From an optimization exercise on the open Yosys and OpenROAD flow, aimed at small area, a short achievable clock period and few clock cycles per item; shortcuts taken in it are not production practice.
No functional check of the RTL was part of any run shown here.

==> flow/run.sh <==
#!/bin/bash
# synth_recipe.tcl (not shown) runs the flow's synth.tcl, then flattens the netlist and writes it again
# the make line also repeats each setting of config.mk as NAME=value (left out here)
make -C /OpenROAD-flow-scripts/flow DESIGN_CONFIG=/design/flow/config.mk WORK_HOME=/design/flow/orfs CLKGATE_MAP_FILE= SYNTH_SCRIPT=/design/flow/synth_recipe.tcl finish
==> flow/config.mk <==
export PLATFORM = sky130hd
export DESIGN_NAME = aes256_cbc
export DESIGN_NICKNAME = aes256_cbc
export VERILOG_FILES = /design/flow/design.v
export SDC_FILE = /design/flow/constraint.sdc
export NUM_CORES = 8
export LEC_CHECK = 0
export CAP_MARGIN = 20
export CORE_MARGIN = 2
export CORE_UTILIZATION = 45
export PLACE_DENSITY = 0.6
export SETUP_SLACK_MARGIN = 2
export SLEW_MARGIN = 20
export SYNTH_HIERARCHICAL = 1
export SYNTH_MINIMUM_KEEP_SIZE = 0
==> flow/constraint.sdc <==
create_clock -name core_clock -period 11.0 [get_ports {clk}]
set_input_delay 2.2000 -clock core_clock [delete_from_list [all_inputs] [get_ports {clk}]]
set_output_delay 2.2000 -clock core_clock [all_outputs]
set_load 0.01 [all_outputs]
==> flow/design.v <==
module sb_xor  (input wire a, input wire b, output wire y); assign y = a ^ b;    endmodule
module sb_xnor (input wire a, input wire b, output wire y); assign y = ~(a ^ b); endmodule
module sb_and  (input wire a, input wire b, output wire y); assign y = a & b;    endmodule
module aes_sbox (input wire [7:0] a, output wire [7:0] y);
  wire [7:0] x = a;
  wire U0 = x[7];
  wire U1 = x[6];
  wire U2 = x[5];
  wire U3 = x[4];
  wire U4 = x[3];
  wire U5 = x[2];
  wire U6 = x[1];
  wire U7 = x[0];
  wire T1; sb_xor g0 (.a(U0), .b(U3), .y(T1));
  wire T2; sb_xor g1 (.a(U0), .b(U5), .y(T2));
  wire T3; sb_xor g2 (.a(U0), .b(U6), .y(T3));
  wire T4; sb_xor g3 (.a(U3), .b(U5), .y(T4));
  wire T5; sb_xor g4 (.a(U4), .b(U6), .y(T5));
  wire T6; sb_xor g5 (.a(T1), .b(T5), .y(T6));
  wire T7; sb_xor g6 (.a(U1), .b(U2), .y(T7));
  wire T8; sb_xor g7 (.a(U7), .b(T6), .y(T8));
  wire T9; sb_xor g8 (.a(U7), .b(T7), .y(T9));
  wire T10; sb_xor g9 (.a(T6), .b(T7), .y(T10));
  wire T11; sb_xor g10 (.a(U1), .b(U5), .y(T11));
  wire T12; sb_xor g11 (.a(U2), .b(U5), .y(T12));
  wire T13; sb_xor g12 (.a(T3), .b(T4), .y(T13));
  wire T14; sb_xor g13 (.a(T6), .b(T11), .y(T14));
  wire T15; sb_xor g14 (.a(T5), .b(T11), .y(T15));
  wire T16; sb_xor g15 (.a(T5), .b(T12), .y(T16));
  wire T17; sb_xor g16 (.a(T9), .b(T16), .y(T17));
  wire T18; sb_xor g17 (.a(U3), .b(U7), .y(T18));
  wire T19; sb_xor g18 (.a(T7), .b(T18), .y(T19));
  wire T20; sb_xor g19 (.a(T1), .b(T19), .y(T20));
  wire T21; sb_xor g20 (.a(U6), .b(U7), .y(T21));
  wire T22; sb_xor g21 (.a(T7), .b(T21), .y(T22));
  wire T23; sb_xor g22 (.a(T2), .b(T22), .y(T23));
  wire T24; sb_xor g23 (.a(T2), .b(T10), .y(T24));
  wire T25; sb_xor g24 (.a(T20), .b(T17), .y(T25));
  wire T26; sb_xor g25 (.a(T3), .b(T16), .y(T26));
  wire T27; sb_xor g26 (.a(T1), .b(T12), .y(T27));
  wire M1; sb_and g27 (.a(T13), .b(T6), .y(M1));
  wire M2; sb_and g28 (.a(T23), .b(T8), .y(M2));
  wire M3; sb_xor g29 (.a(T14), .b(M1), .y(M3));
  wire M4; sb_and g30 (.a(T19), .b(U7), .y(M4));
  wire M5; sb_xor g31 (.a(M4), .b(M1), .y(M5));
  wire M6; sb_and g32 (.a(T3), .b(T16), .y(M6));
  wire M7; sb_and g33 (.a(T22), .b(T9), .y(M7));
  wire M8; sb_xor g34 (.a(T26), .b(M6), .y(M8));
  wire M9; sb_and g35 (.a(T20), .b(T17), .y(M9));
  wire M10; sb_xor g36 (.a(M9), .b(M6), .y(M10));
  wire M11; sb_and g37 (.a(T1), .b(T15), .y(M11));
  wire M12; sb_and g38 (.a(T4), .b(T27), .y(M12));
  wire M13; sb_xor g39 (.a(M12), .b(M11), .y(M13));
  wire M14; sb_and g40 (.a(T2), .b(T10), .y(M14));
  wire M15; sb_xor g41 (.a(M14), .b(M11), .y(M15));
  wire M16; sb_xor g42 (.a(M3), .b(M2), .y(M16));
  wire M17; sb_xor g43 (.a(M5), .b(T24), .y(M17));
  wire M18; sb_xor g44 (.a(M8), .b(M7), .y(M18));
  wire M19; sb_xor g45 (.a(M10), .b(M15), .y(M19));
  wire M20; sb_xor g46 (.a(M16), .b(M13), .y(M20));
  wire M21; sb_xor g47 (.a(M17), .b(M15), .y(M21));
  wire M22; sb_xor g48 (.a(M18), .b(M13), .y(M22));
  wire M23; sb_xor g49 (.a(M19), .b(T25), .y(M23));
  wire M24; sb_xor g50 (.a(M22), .b(M23), .y(M24));
  wire M25; sb_and g51 (.a(M22), .b(M20), .y(M25));
  wire M26; sb_xor g52 (.a(M21), .b(M25), .y(M26));
  wire M27; sb_xor g53 (.a(M20), .b(M21), .y(M27));
  wire M28; sb_xor g54 (.a(M23), .b(M25), .y(M28));
  wire M29; sb_and g55 (.a(M28), .b(M27), .y(M29));
  wire M30; sb_and g56 (.a(M26), .b(M24), .y(M30));
  wire M31; sb_and g57 (.a(M20), .b(M23), .y(M31));
  wire M32; sb_and g58 (.a(M27), .b(M31), .y(M32));
  wire M33; sb_xor g59 (.a(M27), .b(M25), .y(M33));
  wire M34; sb_and g60 (.a(M21), .b(M22), .y(M34));
  wire M35; sb_and g61 (.a(M24), .b(M34), .y(M35));
  wire M36; sb_xor g62 (.a(M24), .b(M25), .y(M36));
  wire M37; sb_xor g63 (.a(M21), .b(M29), .y(M37));
  wire M38; sb_xor g64 (.a(M32), .b(M33), .y(M38));
  wire M39; sb_xor g65 (.a(M23), .b(M30), .y(M39));
  wire M40; sb_xor g66 (.a(M35), .b(M36), .y(M40));
  wire M41; sb_xor g67 (.a(M38), .b(M40), .y(M41));
  wire M42; sb_xor g68 (.a(M37), .b(M39), .y(M42));
  wire M43; sb_xor g69 (.a(M37), .b(M38), .y(M43));
  wire M44; sb_xor g70 (.a(M39), .b(M40), .y(M44));
  wire M45; sb_xor g71 (.a(M42), .b(M41), .y(M45));
  wire M46; sb_and g72 (.a(M44), .b(T6), .y(M46));
  wire M47; sb_and g73 (.a(M40), .b(T8), .y(M47));
  wire M48; sb_and g74 (.a(M39), .b(U7), .y(M48));
  wire M49; sb_and g75 (.a(M43), .b(T16), .y(M49));
  wire M50; sb_and g76 (.a(M38), .b(T9), .y(M50));
  wire M51; sb_and g77 (.a(M37), .b(T17), .y(M51));
  wire M52; sb_and g78 (.a(M42), .b(T15), .y(M52));
  wire M53; sb_and g79 (.a(M45), .b(T27), .y(M53));
  wire M54; sb_and g80 (.a(M41), .b(T10), .y(M54));
  wire M55; sb_and g81 (.a(M44), .b(T13), .y(M55));
  wire M56; sb_and g82 (.a(M40), .b(T23), .y(M56));
  wire M57; sb_and g83 (.a(M39), .b(T19), .y(M57));
  wire M58; sb_and g84 (.a(M43), .b(T3), .y(M58));
  wire M59; sb_and g85 (.a(M38), .b(T22), .y(M59));
  wire M60; sb_and g86 (.a(M37), .b(T20), .y(M60));
  wire M61; sb_and g87 (.a(M42), .b(T1), .y(M61));
  wire M62; sb_and g88 (.a(M45), .b(T4), .y(M62));
  wire M63; sb_and g89 (.a(M41), .b(T2), .y(M63));
  wire L0; sb_xor g90 (.a(M61), .b(M62), .y(L0));
  wire L1; sb_xor g91 (.a(M50), .b(M56), .y(L1));
  wire L2; sb_xor g92 (.a(M46), .b(M48), .y(L2));
  wire L3; sb_xor g93 (.a(M47), .b(M55), .y(L3));
  wire L4; sb_xor g94 (.a(M54), .b(M58), .y(L4));
  wire L5; sb_xor g95 (.a(M49), .b(M61), .y(L5));
  wire L6; sb_xor g96 (.a(M62), .b(L5), .y(L6));
  wire L7; sb_xor g97 (.a(M46), .b(L3), .y(L7));
  wire L8; sb_xor g98 (.a(M51), .b(M59), .y(L8));
  wire L9; sb_xor g99 (.a(M52), .b(M53), .y(L9));
  wire L10; sb_xor g100 (.a(M53), .b(L4), .y(L10));
  wire L11; sb_xor g101 (.a(M60), .b(L2), .y(L11));
  wire L12; sb_xor g102 (.a(M48), .b(M51), .y(L12));
  wire L13; sb_xor g103 (.a(M50), .b(L0), .y(L13));
  wire L14; sb_xor g104 (.a(M52), .b(M61), .y(L14));
  wire L15; sb_xor g105 (.a(M55), .b(L1), .y(L15));
  wire L16; sb_xor g106 (.a(M56), .b(L0), .y(L16));
  wire L17; sb_xor g107 (.a(M57), .b(L1), .y(L17));
  wire L18; sb_xor g108 (.a(M58), .b(L8), .y(L18));
  wire L19; sb_xor g109 (.a(M63), .b(L4), .y(L19));
  wire L20; sb_xor g110 (.a(L0), .b(L1), .y(L20));
  wire L21; sb_xor g111 (.a(L1), .b(L7), .y(L21));
  wire L22; sb_xor g112 (.a(L3), .b(L12), .y(L22));
  wire L23; sb_xor g113 (.a(L18), .b(L2), .y(L23));
  wire L24; sb_xor g114 (.a(L15), .b(L9), .y(L24));
  wire L25; sb_xor g115 (.a(L6), .b(L10), .y(L25));
  wire L26; sb_xor g116 (.a(L7), .b(L9), .y(L26));
  wire L27; sb_xor g117 (.a(L8), .b(L10), .y(L27));
  wire L28; sb_xor g118 (.a(L11), .b(L14), .y(L28));
  wire L29; sb_xor g119 (.a(L11), .b(L17), .y(L29));
  wire S0; sb_xor g120 (.a(L6), .b(L24), .y(S0));
  wire S1; sb_xnor g121 (.a(L16), .b(L26), .y(S1));
  wire S2; sb_xnor g122 (.a(L19), .b(L28), .y(S2));
  wire S3; sb_xor g123 (.a(L6), .b(L21), .y(S3));
  wire S4; sb_xor g124 (.a(L20), .b(L22), .y(S4));
  wire S5; sb_xor g125 (.a(L25), .b(L29), .y(S5));
  wire S6; sb_xnor g126 (.a(L13), .b(L27), .y(S6));
  wire S7; sb_xnor g127 (.a(L6), .b(L23), .y(S7));
  wire [7:0] s = {S0, S1, S2, S3, S4, S5, S6, S7};
  assign y = s;
endmodule
module aes_sbox_ed (input wire [7:0] a, output wire [7:0] y, output wire [7:0] yi);
  wire [7:0] x = a;
  wire U0 = x[7];
  wire U1 = x[6];
  wire U2 = x[5];
  wire U3 = x[4];
  wire U4 = x[3];
  wire U5 = x[2];
  wire U6 = x[1];
  wire U7 = x[0];
  wire T1; sb_xor g0 (.a(U0), .b(U3), .y(T1));
  wire T2; sb_xor g1 (.a(U0), .b(U5), .y(T2));
  wire T3; sb_xor g2 (.a(U0), .b(U6), .y(T3));
  wire T4; sb_xor g3 (.a(U3), .b(U5), .y(T4));
  wire T5; sb_xor g4 (.a(U4), .b(U6), .y(T5));
  wire T6; sb_xor g5 (.a(T1), .b(T5), .y(T6));
  wire T7; sb_xor g6 (.a(U1), .b(U2), .y(T7));
  wire T8; sb_xor g7 (.a(U7), .b(T6), .y(T8));
  wire T9; sb_xor g8 (.a(U7), .b(T7), .y(T9));
  wire T10; sb_xor g9 (.a(T6), .b(T7), .y(T10));
  wire T11; sb_xor g10 (.a(U1), .b(U5), .y(T11));
  wire T12; sb_xor g11 (.a(U2), .b(U5), .y(T12));
  wire T13; sb_xor g12 (.a(T3), .b(T4), .y(T13));
  wire T14; sb_xor g13 (.a(T6), .b(T11), .y(T14));
  wire T15; sb_xor g14 (.a(T5), .b(T11), .y(T15));
  wire T16; sb_xor g15 (.a(T5), .b(T12), .y(T16));
  wire T17; sb_xor g16 (.a(T9), .b(T16), .y(T17));
  wire T18; sb_xor g17 (.a(U3), .b(U7), .y(T18));
  wire T19; sb_xor g18 (.a(T7), .b(T18), .y(T19));
  wire T20; sb_xor g19 (.a(T1), .b(T19), .y(T20));
  wire T21; sb_xor g20 (.a(U6), .b(U7), .y(T21));
  wire T22; sb_xor g21 (.a(T7), .b(T21), .y(T22));
  wire T23; sb_xor g22 (.a(T2), .b(T22), .y(T23));
  wire T24; sb_xor g23 (.a(T2), .b(T10), .y(T24));
  wire T25; sb_xor g24 (.a(T20), .b(T17), .y(T25));
  wire T26; sb_xor g25 (.a(T3), .b(T16), .y(T26));
  wire T27; sb_xor g26 (.a(T1), .b(T12), .y(T27));
  wire M1; sb_and g27 (.a(T13), .b(T6), .y(M1));
  wire M2; sb_and g28 (.a(T23), .b(T8), .y(M2));
  wire M3; sb_xor g29 (.a(T14), .b(M1), .y(M3));
  wire M4; sb_and g30 (.a(T19), .b(U7), .y(M4));
  wire M5; sb_xor g31 (.a(M4), .b(M1), .y(M5));
  wire M6; sb_and g32 (.a(T3), .b(T16), .y(M6));
  wire M7; sb_and g33 (.a(T22), .b(T9), .y(M7));
  wire M8; sb_xor g34 (.a(T26), .b(M6), .y(M8));
  wire M9; sb_and g35 (.a(T20), .b(T17), .y(M9));
  wire M10; sb_xor g36 (.a(M9), .b(M6), .y(M10));
  wire M11; sb_and g37 (.a(T1), .b(T15), .y(M11));
  wire M12; sb_and g38 (.a(T4), .b(T27), .y(M12));
  wire M13; sb_xor g39 (.a(M12), .b(M11), .y(M13));
  wire M14; sb_and g40 (.a(T2), .b(T10), .y(M14));
  wire M15; sb_xor g41 (.a(M14), .b(M11), .y(M15));
  wire M16; sb_xor g42 (.a(M3), .b(M2), .y(M16));
  wire M17; sb_xor g43 (.a(M5), .b(T24), .y(M17));
  wire M18; sb_xor g44 (.a(M8), .b(M7), .y(M18));
  wire M19; sb_xor g45 (.a(M10), .b(M15), .y(M19));
  wire M20; sb_xor g46 (.a(M16), .b(M13), .y(M20));
  wire M21; sb_xor g47 (.a(M17), .b(M15), .y(M21));
  wire M22; sb_xor g48 (.a(M18), .b(M13), .y(M22));
  wire M23; sb_xor g49 (.a(M19), .b(T25), .y(M23));
  wire M24; sb_xor g50 (.a(M22), .b(M23), .y(M24));
  wire M25; sb_and g51 (.a(M22), .b(M20), .y(M25));
  wire M26; sb_xor g52 (.a(M21), .b(M25), .y(M26));
  wire M27; sb_xor g53 (.a(M20), .b(M21), .y(M27));
  wire M28; sb_xor g54 (.a(M23), .b(M25), .y(M28));
  wire M29; sb_and g55 (.a(M28), .b(M27), .y(M29));
  wire M30; sb_and g56 (.a(M26), .b(M24), .y(M30));
  wire M31; sb_and g57 (.a(M20), .b(M23), .y(M31));
  wire M32; sb_and g58 (.a(M27), .b(M31), .y(M32));
  wire M33; sb_xor g59 (.a(M27), .b(M25), .y(M33));
  wire M34; sb_and g60 (.a(M21), .b(M22), .y(M34));
  wire M35; sb_and g61 (.a(M24), .b(M34), .y(M35));
  wire M36; sb_xor g62 (.a(M24), .b(M25), .y(M36));
  wire M37; sb_xor g63 (.a(M21), .b(M29), .y(M37));
  wire M38; sb_xor g64 (.a(M32), .b(M33), .y(M38));
  wire M39; sb_xor g65 (.a(M23), .b(M30), .y(M39));
  wire M40; sb_xor g66 (.a(M35), .b(M36), .y(M40));
  wire M41; sb_xor g67 (.a(M38), .b(M40), .y(M41));
  wire M42; sb_xor g68 (.a(M37), .b(M39), .y(M42));
  wire M43; sb_xor g69 (.a(M37), .b(M38), .y(M43));
  wire M44; sb_xor g70 (.a(M39), .b(M40), .y(M44));
  wire M45; sb_xor g71 (.a(M42), .b(M41), .y(M45));
  wire M46; sb_and g72 (.a(M44), .b(T6), .y(M46));
  wire M47; sb_and g73 (.a(M40), .b(T8), .y(M47));
  wire M48; sb_and g74 (.a(M39), .b(U7), .y(M48));
  wire M49; sb_and g75 (.a(M43), .b(T16), .y(M49));
  wire M50; sb_and g76 (.a(M38), .b(T9), .y(M50));
  wire M51; sb_and g77 (.a(M37), .b(T17), .y(M51));
  wire M52; sb_and g78 (.a(M42), .b(T15), .y(M52));
  wire M53; sb_and g79 (.a(M45), .b(T27), .y(M53));
  wire M54; sb_and g80 (.a(M41), .b(T10), .y(M54));
  wire M55; sb_and g81 (.a(M44), .b(T13), .y(M55));
  wire M56; sb_and g82 (.a(M40), .b(T23), .y(M56));
  wire M57; sb_and g83 (.a(M39), .b(T19), .y(M57));
  wire M58; sb_and g84 (.a(M43), .b(T3), .y(M58));
  wire M59; sb_and g85 (.a(M38), .b(T22), .y(M59));
  wire M60; sb_and g86 (.a(M37), .b(T20), .y(M60));
  wire M61; sb_and g87 (.a(M42), .b(T1), .y(M61));
  wire M62; sb_and g88 (.a(M45), .b(T4), .y(M62));
  wire M63; sb_and g89 (.a(M41), .b(T2), .y(M63));
  wire L0; sb_xor g90 (.a(M61), .b(M62), .y(L0));
  wire L1; sb_xor g91 (.a(M50), .b(M56), .y(L1));
  wire L2; sb_xor g92 (.a(M46), .b(M48), .y(L2));
  wire L3; sb_xor g93 (.a(M47), .b(M55), .y(L3));
  wire L4; sb_xor g94 (.a(M54), .b(M58), .y(L4));
  wire L5; sb_xor g95 (.a(M49), .b(M61), .y(L5));
  wire L6; sb_xor g96 (.a(M62), .b(L5), .y(L6));
  wire L7; sb_xor g97 (.a(M46), .b(L3), .y(L7));
  wire L8; sb_xor g98 (.a(M51), .b(M59), .y(L8));
  wire L9; sb_xor g99 (.a(M52), .b(M53), .y(L9));
  wire L10; sb_xor g100 (.a(M53), .b(L4), .y(L10));
  wire L11; sb_xor g101 (.a(M60), .b(L2), .y(L11));
  wire L12; sb_xor g102 (.a(M48), .b(M51), .y(L12));
  wire L13; sb_xor g103 (.a(M50), .b(L0), .y(L13));
  wire L14; sb_xor g104 (.a(M52), .b(M61), .y(L14));
  wire L15; sb_xor g105 (.a(M55), .b(L1), .y(L15));
  wire L16; sb_xor g106 (.a(M56), .b(L0), .y(L16));
  wire L17; sb_xor g107 (.a(M57), .b(L1), .y(L17));
  wire L18; sb_xor g108 (.a(M58), .b(L8), .y(L18));
  wire L19; sb_xor g109 (.a(M63), .b(L4), .y(L19));
  wire L20; sb_xor g110 (.a(L0), .b(L1), .y(L20));
  wire L21; sb_xor g111 (.a(L1), .b(L7), .y(L21));
  wire L22; sb_xor g112 (.a(L3), .b(L12), .y(L22));
  wire L23; sb_xor g113 (.a(L18), .b(L2), .y(L23));
  wire L24; sb_xor g114 (.a(L15), .b(L9), .y(L24));
  wire L25; sb_xor g115 (.a(L6), .b(L10), .y(L25));
  wire L26; sb_xor g116 (.a(L7), .b(L9), .y(L26));
  wire L27; sb_xor g117 (.a(L8), .b(L10), .y(L27));
  wire L28; sb_xor g118 (.a(L11), .b(L14), .y(L28));
  wire L29; sb_xor g119 (.a(L11), .b(L17), .y(L29));
  wire S0; sb_xor g120 (.a(L6), .b(L24), .y(S0));
  wire S1; sb_xnor g121 (.a(L16), .b(L26), .y(S1));
  wire S2; sb_xnor g122 (.a(L19), .b(L28), .y(S2));
  wire S3; sb_xor g123 (.a(L6), .b(L21), .y(S3));
  wire S4; sb_xor g124 (.a(L20), .b(L22), .y(S4));
  wire S5; sb_xor g125 (.a(L25), .b(L29), .y(S5));
  wire S6; sb_xnor g126 (.a(L13), .b(L27), .y(S6));
  wire S7; sb_xnor g127 (.a(L6), .b(L23), .y(S7));
  wire [7:0] s = {S0, S1, S2, S3, S4, S5, S6, S7};
  assign y = s;
  assign yi = {s[6] ^ s[4] ^ s[1], s[5] ^ s[3] ^ s[0], s[7] ^ s[4] ^ s[2], s[6] ^ s[3] ^ s[1],
               s[5] ^ s[2] ^ s[0], ~(s[7] ^ s[4] ^ s[1]), s[6] ^ s[3] ^ s[0], ~(s[7] ^ s[5] ^ s[2])};
endmodule
module aes256_cbc #(
  parameter [127:0] IV0 = 128'h0102030405060708090a0b0c0d0e0f10
) (
  input  wire         clk,
  input  wire         rst,         
  input  wire         in_valid,
  output wire         in_ready,
  input  wire [1:0]   in_op,
  input  wire         in_first,
  input  wire [127:0] in_data,
  input  wire [255:0] in_key,
  output wire         out_valid,
  input  wire         out_ready,
  output wire [127:0] out_data,
  output wire [1:0]   out_err
);
  localparam [1:0] OP_KEXP = 2'd0, OP_ENC = 2'd1, OP_DEC = 2'd2, OP_ILL = 2'd3;
  localparam [1:0] E_NONE = 2'd0, E_ILLEGAL = 2'd1, E_NOKEY = 2'd2;
  reg         busy;           
  reg [1:0]   err;            
  reg [3:0]   rnd;            
  reg         aesv;           
  reg         ovalid;
  reg [127:0] obuf;           
  reg [1:0]   oerr;
  reg [127:0] state;
  reg [127:0] chain;          
  reg [127:0] mask;           
  reg [255:0] k0;             
  reg [255:0] kn;             
  reg [255:0] w;              
  reg  enc, dec, kexp;        
  wire is_enc  = enc;
  wire is_dec  = dec;
  wire is_kexp = kexp;
  reg         parked;         
  wire at_end  = busy && !parked &&
                 (is_enc ? (rnd == 4'd14) : is_dec ? (rnd == 4'd0) :
                  is_kexp ? (rnd == 4'd13) : 1'b1);
  wire done    = at_end || (busy && parked);
  wire fin     = done && (!ovalid || out_ready);
  wire park    = at_end && !fin;
  assign in_ready  = !ovalid && (!busy || (done && !is_kexp));
  assign out_valid = ovalid;
  assign out_data  = obuf;
  assign out_err   = oerr;
  wire accept = in_valid && in_ready;
  function automatic [7:0] xtime(input [7:0] a);
    xtime = {a[6:0], 1'b0} ^ (a[7] ? 8'h1b : 8'h00);
  endfunction
  function automatic [31:0] mix_col(input [31:0] c);
    reg [7:0] a0, a1, a2, a3, s01, s12, s23, s30;
    begin
      a0 = c[31:24]; a1 = c[23:16]; a2 = c[15:8]; a3 = c[7:0];
      s01 = a0 ^ a1; s12 = a1 ^ a2; s23 = a2 ^ a3; s30 = a3 ^ a0;
      mix_col[31:24] = xtime(s01) ^ a1 ^ s23;
      mix_col[23:16] = xtime(s12) ^ a2 ^ s30;
      mix_col[15:8]  = xtime(s23) ^ a3 ^ s01;
      mix_col[7:0]   = xtime(s30) ^ a0 ^ s12;
    end
  endfunction
  function automatic [31:0] pre_col(input [31:0] c);
    reg [7:0] a0, a1, a2, a3, u, v;
    begin
      a0 = c[31:24]; a1 = c[23:16]; a2 = c[15:8]; a3 = c[7:0];
      u = xtime(xtime(a0 ^ a2));
      v = xtime(xtime(a1 ^ a3));
      pre_col = {a0 ^ u, a1 ^ v, a2 ^ u, a3 ^ v};
    end
  endfunction
  function automatic [31:0] inv_mix_col(input [31:0] c);
    inv_mix_col = mix_col(pre_col(c));
  endfunction
  function automatic [7:0] ainv(input [7:0] b);
    ainv = {b[6] ^ b[4] ^ b[1], b[5] ^ b[3] ^ b[0], b[7] ^ b[4] ^ b[2], b[6] ^ b[3] ^ b[1],
            b[5] ^ b[2] ^ b[0], ~(b[7] ^ b[4] ^ b[1]), b[6] ^ b[3] ^ b[0], ~(b[7] ^ b[5] ^ b[2])};
  endfunction
  function automatic [127:0] ainv_all(input [127:0] v);
    integer i;
    begin
      for (i = 0; i < 16; i = i + 1) ainv_all[8*i +: 8] = ainv(v[8*i +: 8]);
    end
  endfunction
  wire [127:0] sb, sbi;
  genvar g;
  generate
    for (g = 0; g < 16; g = g + 1) begin : g_sbox
      aes_sbox_ed u_sb (.a(state[8*g +: 8]), .y(sb[8*g +: 8]), .yi(sbi[8*g +: 8]));
    end
  endgenerate
  reg [127:0] sr, isr;
  integer r, c;
  always @(*) begin
    for (r = 0; r < 4; r = r + 1)
      for (c = 0; c < 4; c = c + 1) begin
        sr[127 - 8*(r + 4*c) -: 8]  = sb[127 - 8*(r + 4*((c + r) % 4)) -: 8];
        isr[127 - 8*(r + 4*c) -: 8] = sbi[127 - 8*(r + 4*((c + 4 - r) % 4)) -: 8];
      end
  end
  wire [127:0] wa   = w[255:128];
  wire [127:0] rkey = w[127:0];       
  wire [127:0] z     = isr ^ rkey;
  wire [127:0] q_enc = {mix_col(sr[127:96]), mix_col(sr[95:64]),
                        mix_col(sr[63:32]),  mix_col(sr[31:0])} ^ rkey;
  wire [127:0] q_dec = ainv_all({inv_mix_col(z[127:96]), inv_mix_col(z[95:64]),
                                 inv_mix_col(z[63:32]),  inv_mix_col(z[31:0])});
  wire [127:0] q_norm = dec ? q_dec : q_enc;
  wire [127:0] q_last = dec ? (z ^ mask) : (sr ^ rkey);
  wire [31:0] ks_in  = rkey[31:0];
  wire [31:0] ks_rot = rnd[0] ? {ks_in[23:0], ks_in[31:24]} : ks_in;
  wire [31:0] ks_sub;
  generate
    for (g = 0; g < 4; g = g + 1) begin : g_ksbox
      aes_sbox u_ksb (.a(ks_rot[8*g +: 8]), .y(ks_sub[8*g +: 8]));
    end
  endgenerate
  reg [7:0] rcon;
  always @(*) begin
    case (rnd)
      4'd1:    rcon = 8'h01;
      4'd3:    rcon = 8'h02;
      4'd5:    rcon = 8'h04;
      4'd7:    rcon = 8'h08;
      4'd9:    rcon = 8'h10;
      4'd11:   rcon = 8'h20;
      4'd13:   rcon = 8'h40;
      default: rcon = 8'h00;
    endcase
  end
  wire [31:0]  kt = ks_sub ^ {rcon, 24'h0};
  wire [31:0]  e0 = wa[127:96] ^ kt;
  wire [31:0]  e1 = wa[95:64] ^ (dec ? wa[127:96] : e0);
  wire [31:0]  e2 = wa[63:32] ^ (dec ? wa[95:64]  : e1);
  wire [31:0]  e3 = wa[31:0]  ^ (dec ? wa[63:32]  : e2);
  wire [255:0] w_step = {rkey, e0, e1, e2, e3};
  wire [127:0] cv     = (fin && is_enc && !parked) ? q_last : chain;     
  wire [127:0] xin    = in_first ? IV0 : cv;
  wire         new_enc = (in_op == OP_ENC) && aesv;
  wire         new_dec = (in_op == OP_DEC) && aesv;
  wire [255:0] kstart = (new_dec && !(busy && is_kexp)) ? kn : k0;
  wire [127:0] init_x = in_data ^ (xin & {128{new_enc}}) ^ kstart[255:128];
  wire [127:0] init   = new_dec ? ainv_all(init_x) : init_x;
  wire         load_w = (accept && (new_enc || new_dec)) || (busy && is_kexp && rnd == 4'd0);
  always @(posedge clk) begin
    state <= accept ? init : q_norm;
    w <= load_w ? kstart : w_step;
    if (accept && in_op == OP_KEXP) k0 <= in_key;
    if (at_end && is_kexp)          kn <= {e0, e1, e2, e3, rkey};
    if (accept && new_dec)          mask <= xin;
    else if (park)                  mask <= q_last;
  end
  always @(posedge clk) begin
    if (rst) begin
      busy   <= 1'b0;
      parked <= 1'b0;
      aesv   <= 1'b0;
      ovalid <= 1'b0;
      chain  <= IV0;
    end else begin
      if (fin) begin
        ovalid <= 1'b1;
        obuf   <= !(is_enc || is_dec) ? 128'h0 : parked ? mask : q_last;
        oerr   <= err;
      end else if (out_ready) begin
        ovalid <= 1'b0;
      end
      if (at_end && is_enc) chain <= q_last;
      if (park) parked <= 1'b1;
      if (fin) begin
        busy   <= 1'b0;
        parked <= 1'b0;
      end
      rnd <= is_dec ? rnd - 4'd1 : rnd + 4'd1;
      if (accept) begin
        busy <= 1'b1;
        enc  <= new_enc;
        dec  <= new_dec;
        kexp <= (in_op == OP_KEXP);
        err  <= (in_op == OP_ILL) ? E_ILLEGAL : (in_op != OP_KEXP && !aesv) ? E_NOKEY : E_NONE;
        if (in_op == OP_KEXP) aesv <= 1'b1;
        rnd  <= (in_op == OP_KEXP) ? 4'd0 : (in_op == OP_ENC) ? 4'd1 : 4'd13;
        if (new_dec) begin
          chain <= in_data;
        end
      end
    end
  end
endmodule
==> summary.txt, run 1 <==
run status=complete, no violations; setup violators final=0; WS Path Type=flip-flop to flip-flop; Max Cap Viol=0; Vias=81.1k; DPL Wire Length=356000 µm; worst r2r path cells=28; Die Y=482 µm; NumNets Final=11.5k; Initial Utilization=45.3%; prevailing post-synth register cell=edfxtp_1; reg2reg start=state[29]$_DFF_P_; Reg2Reg Capture Point=state[22]$_DFF_P_; initial antenna violation count=43; Critical Path Start Type=flip-flop; yosys warns=7; final routed DRC violation total=0; final worst slack=2260 ps; reg2reg setup slack=2260 ps; WL met1=181000 µm; kind of end point of the critical path=flip-flop; Pins Over Slew Limit=0; Tightest Pin Transition=1280 ps; ys async rst share=0%; drt pass-1 iters=6; Crit path required time=11700 ps; final core occ=52.7%; RSZ-0062 raised after global routing=true; Ports=523; Worst path max stage delay=560 ps; critical path's slowest cell=xor3_1; Filler cells=20.6k; Syn Nets=11.1k; worst-path fanout max=7; origin of the worst min-delay path=err[0]$_SDFFCE_PN1P_; Worst-path clk slew=60 ps; post-synthesis register bit count=1295; CTS tree=yes; vias per cell=5.71; GR Util All Layers=37.8%; Post-CTS Hold Fix Bufs=0; f_max=114 MHz; first-pass GRT wire length=612000 µm; fraction of layout cells with a size suffix above 1=9.21%; Sink Count=1295; Starting DRT DRC Count=10.3k; Post-Route WL=452000 µm; Yosys top cell by area=edfxtp_1; Sum Neg Setup Slack=0 ps; gpl congestion=1.06; Final Cycle Share=79.4%; library cells used by synthesis=62; EDFF count, synth=779; CTS buffer count=148; Post-Syn Area=103000 µm²; CTS Buffer Depth=3; largest net degree at the start of global routing=226; data arrival time of the critical path=9440 ps; wire per inst=31.8 µm; H-tree levels=4; Die ar.=233000 µm²; ANT nets after route=0; metal3 WL=53900 µm; Hold EP=oerr[0]$_DFFE_PP_; Row Count=175; worst hold path class=flip-flop to flip-flop; core area=227000 µm²; hold path depth=0; Area growth syn-to-layout=16.4%; Seq/Total Area, Yosys=32.7%; syn_area_per_cell=9.67 µm²; die width=482 µm; Post-Syn Instances=10.7k; Root Buffer=clkbuf_16; Slew HR=12.2%; minimum clock period=8740 ps; CP most frequent cell=xor2_1; Synth area leaders=edfxtp_1 (23%), xor2_1 (20%), xnor2_1 (15%); highest routed layer=met5; DP Worst Slack=1150 ps; Worst Skew=45.9 ps; grt total ovfl=0; final hold vios=0; vias in the first global route=77.5k; DR WL met2=187000 µm; top cell type's share of synthesized area=22.7%; port bufs=522; hold slack=429 ps; Clock Latency Late Sink=860 ps
[Yosys stat by module (local to each module, per instance)]
module / cells / copies in the design / flip-flops and latches
aes_sbox: 8 / 4 / 0
sb_xor: 1 / 1800 / 0
aes_sbox_ed: 16 / 16 / 0
aes256_cbc: 7809 / 1 / 1295
sb_xnor: 1 / 80 / 0
sb_and: 1 / 680 / 0
[cell usage after synthesis (27+ instances only)]
cell / count
nand2_1: 652
and2_1: 695
clkbuf_1: 375
o211ai_1: 96
edfxtp_1: 779
xor2_1: 2299
nor2_1: 947
a311o_1: 45
xnor2_1: 1733
xor3_1: 133
a211oi_1: 121
o22ai_1: 94
buf_2: 55
nor3_1: 47
nor2b_1: 28
xnor3_1: 158
buf_1: 57
o21ai_0: 349
buf_4: 160
dfxtp_1: 516
xnor2_2: 27
a31oi_1: 108
mux2_2: 31
mux2i_1: 180
a21oi_1: 743
inv_1: 46
[layout make-up]
class / count / area (µm²) / area share, %
inverter: 49 / 190 / 0.159
multi-input combinational: 8666 / 68900 / 57.5
antenna: 16 / 40.0 / 0.0334
clock buffer: 202 / 4100 / 3.42
sequential: 1295 / 33700 / 28.2
timing repair buffer: 894 / 8190 / 6.83
clock inverter: 76 / 957 / 0.798
tap: 3009 / 3760 / 3.14
[layout by cell type, fill, tap and decap left out, types with 28 or more instances in the layout]
cell             count
clkbuf_16          152
clkbuf_1            39
xor2_4              45
o22ai_1             94
nor2_1             942
a311o_1             45
xnor3_1            153
xnor2_2             80
and2_1             693
clkdlybuf4s50_1    520
o21ai_0            347
xor2_1            2126
xor2_2             146
mux2i_1            166
xnor2_1           1654
a21oi_1            742
inv_1               43
edfxtp_1           779
nor3_1              46
o211ai_1            96
buf_4              359
nor2b_1             28
a211oi_1           120
a31oi_1            108
xor3_1             124
mux2_2              31
dfxtp_1            496
nand2_1            649
[per-stage QoR]
step	area [µm²]	instances
after floorplan	103000	10700
after global placement	112000	13900
after detailed placement	112000	13900
after CTS	118000	14200
after global routing	120000	14200
final	120000	14200
[cell families after synthesis]
kind of cell / Yosys count / synth area share (%)
flip-flops: 1295 / 32.7
AO/OA/AOI/OAI: 1629 / 9.15
multiplexers: 211 / 2.09
adder cells (fa/ha/maj): 5 / 0.0607
AND/OR/NAND/NOR: 2436 / 10.8
XOR/XNOR: 4385 / 41.9
buffers and inverters: 696 / 3.19
[flip-flops by register name, indices dropped and copies added (netlist names), 4 cells and up]
name,count
k0,256
mask,128
w,256
state,128
obuf,128
chain,128
kn,256
rnd,4
[routing by layer]
metal | vias to the layer above | global-route usage [%]
met5 | - | 0.408
met2 | 4630 | 54.5
li1 | 35900 | -
met1 | 39600 | 50.1
met4 | 26 | 20.7
met3 | 906 | 11.8
[worst max-delay path, delay by kind of cell (launching register included)]
family	cells	cell delay [ps]
and+or+nand+nor	2	420
xor gates and xnor gates	22	6790
DFF	1	430
AOI/OAI and AO/OA	2	480
buffers and inverters	2	450
[how the worst max path moves through the flow]
stage / from / endpoint / cells after the start
after global routing: state[33]$_DFF_P_ / state[79]$_DFF_P_ / 27
final: state[29]$_DFF_P_ / state[22]$_DFF_P_ / 28
after CTS: state[113]$_DFF_P_ / state[79]$_DFF_P_ / 27
after detailed placement: state[4]$_DFF_P_ / state[50]$_DFF_P_ / 26
after global placement: state[7]$_DFF_P_ / state[50]$_DFF_P_ / 25
after floorplan: in_valid / k0[0]$_DFFE_PP_ / 4
[timing repair]
| item | 4_1_cts | 5_1_grt |
|---|---|---|
| endpoints found under the setup margin | 128 | 128 |
| resized for setup | 88 | 247 |
| setup buffers | 10 | 30 |
| pin swaps | 8 | 28 |
==> run 2: changes to the inputs <==
--- a/flow/config.mk
+++ b/flow/config.mk
@@ -13,3 +13,4 @@
 export SLEW_MARGIN = 20
 export SYNTH_HIERARCHICAL = 1
 export SYNTH_MINIMUM_KEEP_SIZE = 0
+export TNS_END_PERCENT = 10
==> run 2 against run 1 <==
Compared with the run above:
- cell count hardly changed
- flip-flop and latch count unchanged
- utilization grew 0.081 points
- critical path type unchanged
- largest cell class unchanged
==> summary.txt, run 2 <==
Largest regs=k0 x256, kn x256, w x256; ys async rst share=0%; data arrival time of the critical path=9600 ps; Crit path required time=11660 ps; CTS Buffer Depth=3; Seq/Total Area, Yosys=32.7%; setup violators final=0; Root Buffer=clkbuf_16; syn_area_per_cell=9.67 µm²; Non-Filler Instances=14.2k; Initial Utilization=45.3%; most frequent cells in the layout=xor2_1 (2113), xnor2_1 (1649), nor2_1 (942); Sink Count=1295; Synth area leaders=edfxtp_1 (23%), xor2_1 (20%), xnor2_1 (15%); die width=482 µm; yosys warns=7; H-tree levels=4; Yosys top cell by area=edfxtp_1; most common cell after layout, fill and taps aside=xor2_1; delay-heaviest family, CP=XOR/XNOR gates; RSZ-0062 raised after global routing=true; worst-path fanout max=7; run status=complete, no violations; worst hold path class=flip-flop to flip-flop; port bufs=522; Worst-path clk slew=70 ps; Worst Skew=77.3 ps; origin of the worst min-delay path=w[44]$_DFF_P_; Vias=80.5k; Sum Neg Setup Slack=0 ps; library cells used by synthesis=62; largest net degree at the start of global routing=243; Post-Syn Area=103000 µm²; Slew HR=14.8%; drt pass-1 iters=7; hold path depth=0; Max Cap Viol=0; Ports=523; critical path's slowest cell=xor3_1; vias per cell=5.67; Pins Over Slew Limit=0; Clock Latency Late Sink=880 ps; Syn Nets=11.1k; Tightest Pin Transition=1240 ps; fraction of layout cells with a size suffix above 1=9.33%; Area growth syn-to-layout=16.5%; ANT nets after route=0; Post-CTS Hold Fix Bufs=0; Die Y=482 µm; Critical Path Start Type=flip-flop; worst r2r path cells=26; top cell type's share of synthesized area=22.7%; NumNets Final=11.4k; vias in the first global route=76.6k; core area=227000 µm²; final routed DRC violation total=0; DPL Wire Length=358000 µm; Post-Syn Instances=10.7k; Filler cells=20.5k; top post-synthesis cells by count=xor2_1 (2299), xnor2_1 (1733), nor2_1 (947); Post-Route WL=452000 µm; first-pass GRT wire length=610000 µm; EDFF count, synth=779; placed cells=13.9k; Final Cycle Share=81.3%; f_max=112 MHz; reg2reg start=state[36]$_DFF_P_; final core occ=52.8%; gpl congestion=1.07; GR Util All Layers=37.7%; wire per inst=31.9 µm; minimum clock period=8940 ps; kind of end point of the critical path=flip-flop; WP buf/inv=1; Critical Path Stages=26; Starting DRT DRC Count=10.6k; Worst path max stage delay=630 ps; prevailing post-synth register cell=edfxtp_1; Row Count=175; CTS buffer count=150; grt total ovfl=0; initial antenna violation count=35; post-synthesis register bit count=1295; CP Launch Point=state[36]$_DFF_P_; CP most frequent cell=xor2_1; final hold vios=0; Die ar.=233000 µm²; most numerous cell in the Yosys netlist=xor2_1; WS Path Type=flip-flop to flip-flop; CTS tree=yes
[run 2: cell count changes in the layout (fill, tap and decap cells not counted), moves of 5 or more]
cell	previous run	this run
o21ai_0	347	342
xnor2_1	1654	1649
buf_4	359	351
xor2_1	2126	2113
xor2_2	146	162
o21ai_1	3	8
clkbuf_1	39	30
clkinv_1	18	25
[run 2: kinds of logic (layout without fill, tap and decap cells)]
group           after synthesis  in the layout  share of synthesized area [%]
compound gates             1629           1629                           9.15
xor+xnor                   4385           4385                           41.9
fa+ha+maj                     5              5                         0.0607
buf+inv                     696           1214                           3.19
flops                      1295           1295                           32.7
mux                         211            211                           2.09
other cells                   0             12                              0
simple gates               2436           2436                           10.8
[run 2: layer usage]
metal	routed length, µm	vias to the layer above	global-route usage (%)
met5	134	-	0
met4	28100	20	19.9
met3	53100	779	11.7
met2	186000	4377	53.9
met1	184000	39400	50.9
li1	-	35900	-
[run 2: repair_timing]
item                                    CTS  global route
resized for setup                       116           219
pin swaps                                12            16
buffers inserted                          9            31
endpoints found under the setup margin  135           141
endpoints found under the hold margin     0             0
[run 2: worst register-to-register path, stage by stage (launching register included)]
cell and delay [ps]:
dfxtp_1 500, xor2_4 290, xor2_2 320, xor2_1 290, and2_1 180, xor2_1 240
xor2_1 270, xor2_2 290, xor2_1 270, and2_1 180, xor2_1 350, xor2_1 310
and2_1 320, xor2_1 270, xor2_2 390, xor2_1 220, buf_4 350, xor3_1 630
xor2_2 370, xor2_4 270, xnor3_2 490, xor2_2 360, xnor3_1 580, xnor2_2 330
xor2_1 180, o21ai_0 110, o22ai_1 390
[run 2: metrics by stage]
step	worst slack (ps)	hold WS [ps]	cell area, µm²
4_1_cts	1830	433	118000
3_3_place_gp	979	414	112000
3_5_place_dp	912	415	112000
5_1_grt	1750	440	120000
2_1_floorplan	1600	400	103000
6_report	2060	428	120000
[run 2: layout make-up]
class	count	area (µm²)	share of cell area [%]
diodes	12	30.0	0.0250
clock buffers	196	4100	3.41
clock inverters	84	1080	0.900
inverters	49	190	0.158
multi-input cells	8666	69000	57.5
flip-flops and latches	1295	33700	28.1
well taps	3009	3760	3.14
repair buffers	885	8120	6.76
[run 2: modules after synthesis, one instance, submodules excluded]
module | copies in the design | area [µm²]
sb_xnor | 80 | 8.76
aes_sbox_ed | 16 | 248
aes256_cbc | 1 | 78100
sb_xor | 1800 | 8.76
sb_and | 680 | 6.26
aes_sbox | 4 | 60.1
[run 2: final timing paths]
path	slack [ps]	end
worst max register to register	2060	state[87]$_DFF_P_
worst min register to register	430	kn[44]$_DFFE_PP_
worst max-delay path	2060	state[87]$_DFF_P_
worst min-delay path	430	kn[44]$_DFFE_PP_

==> static timing again, ports no longer ideal <==
No port has a modelled driver above. Below, the same layouts with a new extraction and two added sets of constraints.
Step 1 sets driving cells, clkbuf_16 on the clock port and buf_2 on the other inputs (assumed; they add their load-dependent delay and slew).
Step 2 times the ports against the registers' clock, not the clock port: input delays grow and output delays shrink by t, the midpoint of the rising clock arrivals with the driver on.
Three values: ideal, step 1, step 2; two values: the first two.
| run | t, ns | slack for setup (ns) | worst hold slack (ns) | worst setup path after step 2 | pins driven straight from the clock port |
|---|---|---|---|---|---|
| run 1 | 0.939 | 2.263 / 2.263 / 2.263 | 0.429 / 0.429 / 0.429 | register to register | 1 |
| run 2 | 0.947 | 2.061 / 2.061 / 2.061 | 0.428 / 0.428 / 0.428 | register to register | 1 |
After both steps setup and hold are still met in every run listed.
